This design comes from an exercise in tuning for small area, a short achievable clock period and few clock cycles on the open sky130 flow, not from production work.
Function was checked by simulation only, so behaviour that the tests miss may differ from the original.

## udp_rx_demux
module udp_rx_demux (
    input  wire        clk,
    input  wire        rst,
    input  wire        in_valid,
    output wire        in_ready,
    input  wire [7:0]  in_data,
    input  wire        in_last,
    output wire        out_valid,
    input  wire        out_ready,
    output wire [7:0]  out_data,
    output wire        out_last,
    output wire        ev_valid,
    output wire [2:0]  ev_kind,
    output wire [2:0]  ev_slot,
    output wire [15:0] ev_sport,
    output wire [15:0] ev_dport,
    output wire [15:0] ev_len,
    input  wire        bind_en,
    input  wire [2:0]  bind_slot,
    input  wire [15:0] bind_port,
    input  wire        deq_en,
    input  wire [2:0]  deq_slot
);
==> flow/config.mk <==
export PLATFORM = sky130hd
export DESIGN_NAME = udp_rx_demux
export DESIGN_NICKNAME = udp_rx_demux
export VERILOG_FILES = /design/flow/design.v
export SDC_FILE = /design/flow/constraint.sdc
export NUM_CORES = 4
export LEC_CHECK = 0
export CAP_MARGIN = 20
export CORE_MARGIN = 2
export CORE_UTILIZATION = 55
export CTS_CLUSTER_DIAMETER = 100
export CTS_CLUSTER_SIZE = 20
export PLACE_DENSITY = 0.7
export SETUP_SLACK_MARGIN = 3.5
export SLEW_MARGIN = 20
==> flow/constraint.sdc <==
create_clock -name core_clock -period 6.0 [get_ports {clk}]
set_input_delay 1.2000 -clock core_clock [delete_from_list [all_inputs] [get_ports {clk}]]
set_output_delay 1.2000 -clock core_clock [all_outputs]
set_load 0.01 [all_outputs]
standard.sh (not shown) runs the stock make flow with config.mk's settings and CLKGATE_MAP_FILE= SYNTH_SCRIPT=/design/flow/synth_recipe.tcl, a recipe that flattens the netlist after the stock synthesis.
==> flow/flow/run.sh <==
#!/bin/bash
# The standard layout, with plain buf_2 cells as the port buffers instead of
# the delay cells buffer_ports picks by default.
set -euo pipefail
export BUFFER_PORTS_ARGS="-buffer_cell sky130_fd_sc_hd__buf_2"
bash standard.sh > standard.log 2>&1
Testbench counts at the start, summed over its fixed seeds: cycles 230,452.
==> next run, changes <==
--- a/flow/design.v
+++ b/flow/design.v
@@ -45,15 +45,15 @@
     reg        pend;            
     reg        rdy;             
     reg        rep;             
     reg        rm;              
     reg        arp_seen;
     reg        ev_v;
     reg [2:0]  e_kind, e_slot;
-    reg [7:0]  pb [0:3];        
+    reg [31:0] pbv;             
     reg [47:0] mac;             
     reg [7:0]  out_d;
     reg        out_l;
     reg [15:0] slot_port  [0:7];
     reg        slot_valid [0:7];
     reg [2:0]  slot_count [0:7];
     wire in_fire  = in_valid && rdy;
@@ -65,15 +65,15 @@
     wire        nu   = near && (c7 == 7'd14 ? in_data[3:0] == 4'd0
                                             : (!rn[6] && rn[5:2] == ihl && c7 > 7'd14));
     wire        dp_now = dp_done || (f_u && pj == 2'd3);
     wire        trig   = ty_ip && !lkd && g33 && (dp_now || in_last);
     wire        ip_cls = ty_ip && g33;
     wire        arp_cls = ty_arp && g41;
     wire        arp_go = in_fire && in_last && arp_cls && !arp_seen;
-    wire [15:0] dport = {pb[2], pb[3]};
+    wire [15:0] dport = {pbv[15:8], pbv[7:0]};
     reg  [15:0] sel_port;
     reg         sel_valid;
     reg  [2:0]  act_slot;
     integer s;
     always @(*) begin
         sel_port  = 16'd0;
         sel_valid = 1'b0;
@@ -102,42 +102,45 @@
             cwe[q] = ((op_bind || op_deq) && op_slot == q) ||
                      (sc[q+1] && mt && !cur[2]);
     end
     wire [2:0] cnew = op_bind ? 3'd0 :
                       op_deq  ? (cur == 3'd0 ? 3'd0 : cur - 3'd1) :
                                 cur + 3'd1;
     wire sel_full = cur[2];
-    reg [7:0] rbyte;
+    wire [5:0] ri = cnt[5:0];
+    wire r_mac = (ri[5:3] == 3'd0 && ri[2:0] <= 3'd5) || (ri >= 6'd32 && ri <= 6'd37);
+    wire r_pb  = ri[5:1] == 5'b10011 || ri[5:1] == 5'b10100;
+    reg  [7:0] r_pbb;
+    always @(*)
+        case (ri[1:0])
+            2'd2:    r_pbb = pbv[31:24];
+            2'd3:    r_pbb = pbv[23:16];
+            2'd0:    r_pbb = pbv[15:8];
+            default: r_pbb = pbv[7:0];
+        endcase
+    wire [7:0] r_data = (r_mac ? mac[47:40] : 8'd0) | (r_pb ? r_pbb : 8'd0);
+    reg  [7:0] rbyte;
     always @(*) begin
-        case (cnt[5:0])
+        case (ri)
             6'd6, 6'd22:  rbyte = 8'h52;
             6'd7, 6'd23:  rbyte = 8'h54;
-            6'd8, 6'd24:  rbyte = 8'h00;
             6'd9, 6'd25:  rbyte = 8'h12;
             6'd10, 6'd26: rbyte = 8'h34;
             6'd11, 6'd27: rbyte = 8'h56;
             6'd12: rbyte = 8'h08;
             6'd13: rbyte = 8'h06;
-            6'd14: rbyte = 8'h00;
             6'd15: rbyte = 8'h01;
             6'd16: rbyte = 8'h08;
-            6'd17: rbyte = 8'h00;
             6'd18: rbyte = 8'h06;
             6'd19: rbyte = 8'h04;
-            6'd20: rbyte = 8'h00;
             6'd21: rbyte = 8'h02;
             6'd28: rbyte = 8'h0a;
-            6'd29: rbyte = 8'h00;
             6'd30: rbyte = 8'h02;
             6'd31: rbyte = 8'h0f;
-            6'd38: rbyte = pb[0];
-            6'd39: rbyte = pb[1];
-            6'd40: rbyte = pb[2];
-            6'd41: rbyte = pb[3];
-            default: rbyte = mac[47:40];    
+            default: rbyte = r_data;    
         endcase
     end
     wire rep_end = cnt[5:0] == 6'd42;
     wire mac_rot = (out_fire && rm) || arp_go;
     integer i;
     always @(posedge clk) begin
         if (rst) begin
@@ -245,18 +248,18 @@
             if (bind_en) slot_valid[bind_slot] <= bind_port != 16'd0;
         end
     end
     always @(posedge clk) begin
         for (i = 0; i < 4; i = i + 1)
             if (in_fire) begin
                 if (first && i >= 2)
-                    pb[i] <= 8'd0;
+                    pbv[31-8*i -: 8] <= 8'd0;
                 else if ((i == 0 && f_14) ||
                          (!ty_arp && f_u && pj == i) || (ty_arp && f_ip && c7[1:0] == i))
-                    pb[i] <= in_data;
+                    pbv[31-8*i -: 8] <= in_data;
             end
         if (in_fire && f_mac)
             mac <= {mac[39:0], in_data};
         else if (mac_rot)
             mac <= {mac[39:0], mac[47:40]};
     end
     always @(posedge clk) begin
@@ -273,11 +276,11 @@
     assign in_ready  = rdy;
     assign out_valid = rep;
     assign out_data  = out_d;
     assign out_last  = out_l;
     assign ev_valid  = ev_v;
     assign ev_kind   = e_kind;
     assign ev_slot   = e_slot;
-    assign ev_sport  = {pb[0], pb[1]};
-    assign ev_dport  = {pb[2], pb[3]};
+    assign ev_sport  = {pbv[31:24], pbv[23:16]};
+    assign ev_dport  = {pbv[15:8], pbv[7:0]};
     assign ev_len    = cnt;
 endmodule
- setup slack is worse by 0.066 ns
- design area stays flat
- register-to-register slack is worse by 0.07 ns
- sequential cell count is unchanged
- clock skew stays flat
Testbench counts after the change, summed over its fixed seeds: cycles 230,452.

separate check: timing with driven ports:
No port has a modelled driver above. Below, the same layouts with a new extraction and two added sets of constraints.
Step 1 sets driving cells, clkbuf_16 on the clock port and buf_2 on the other inputs (assumed; they add their load-dependent delay and slew).
Step 2 adds t to the input delays and takes it off the output delays; t is the mean of the earliest and latest rising clock arrival at the registers after step 1. Input paths then give back, and output paths get back, about the clock's delay inside the block.
Three values: no drivers, after step 1, after step 2; two values: the first two.
run | t (ns) | slack for setup (ns) | clock arrival spread, ns
the first run | 0.564 | 3.538 / 3.489 / 2.979 | 0.017 / 0.017
the second run | 0.559 | 3.472 / 3.472 / 2.999 | 0.019 / 0.019
After both steps every run listed still meets setup and hold. The setup slack of the first run, which loses most, moves by -0.049 ns with the drivers and by -0.559 ns with both steps.
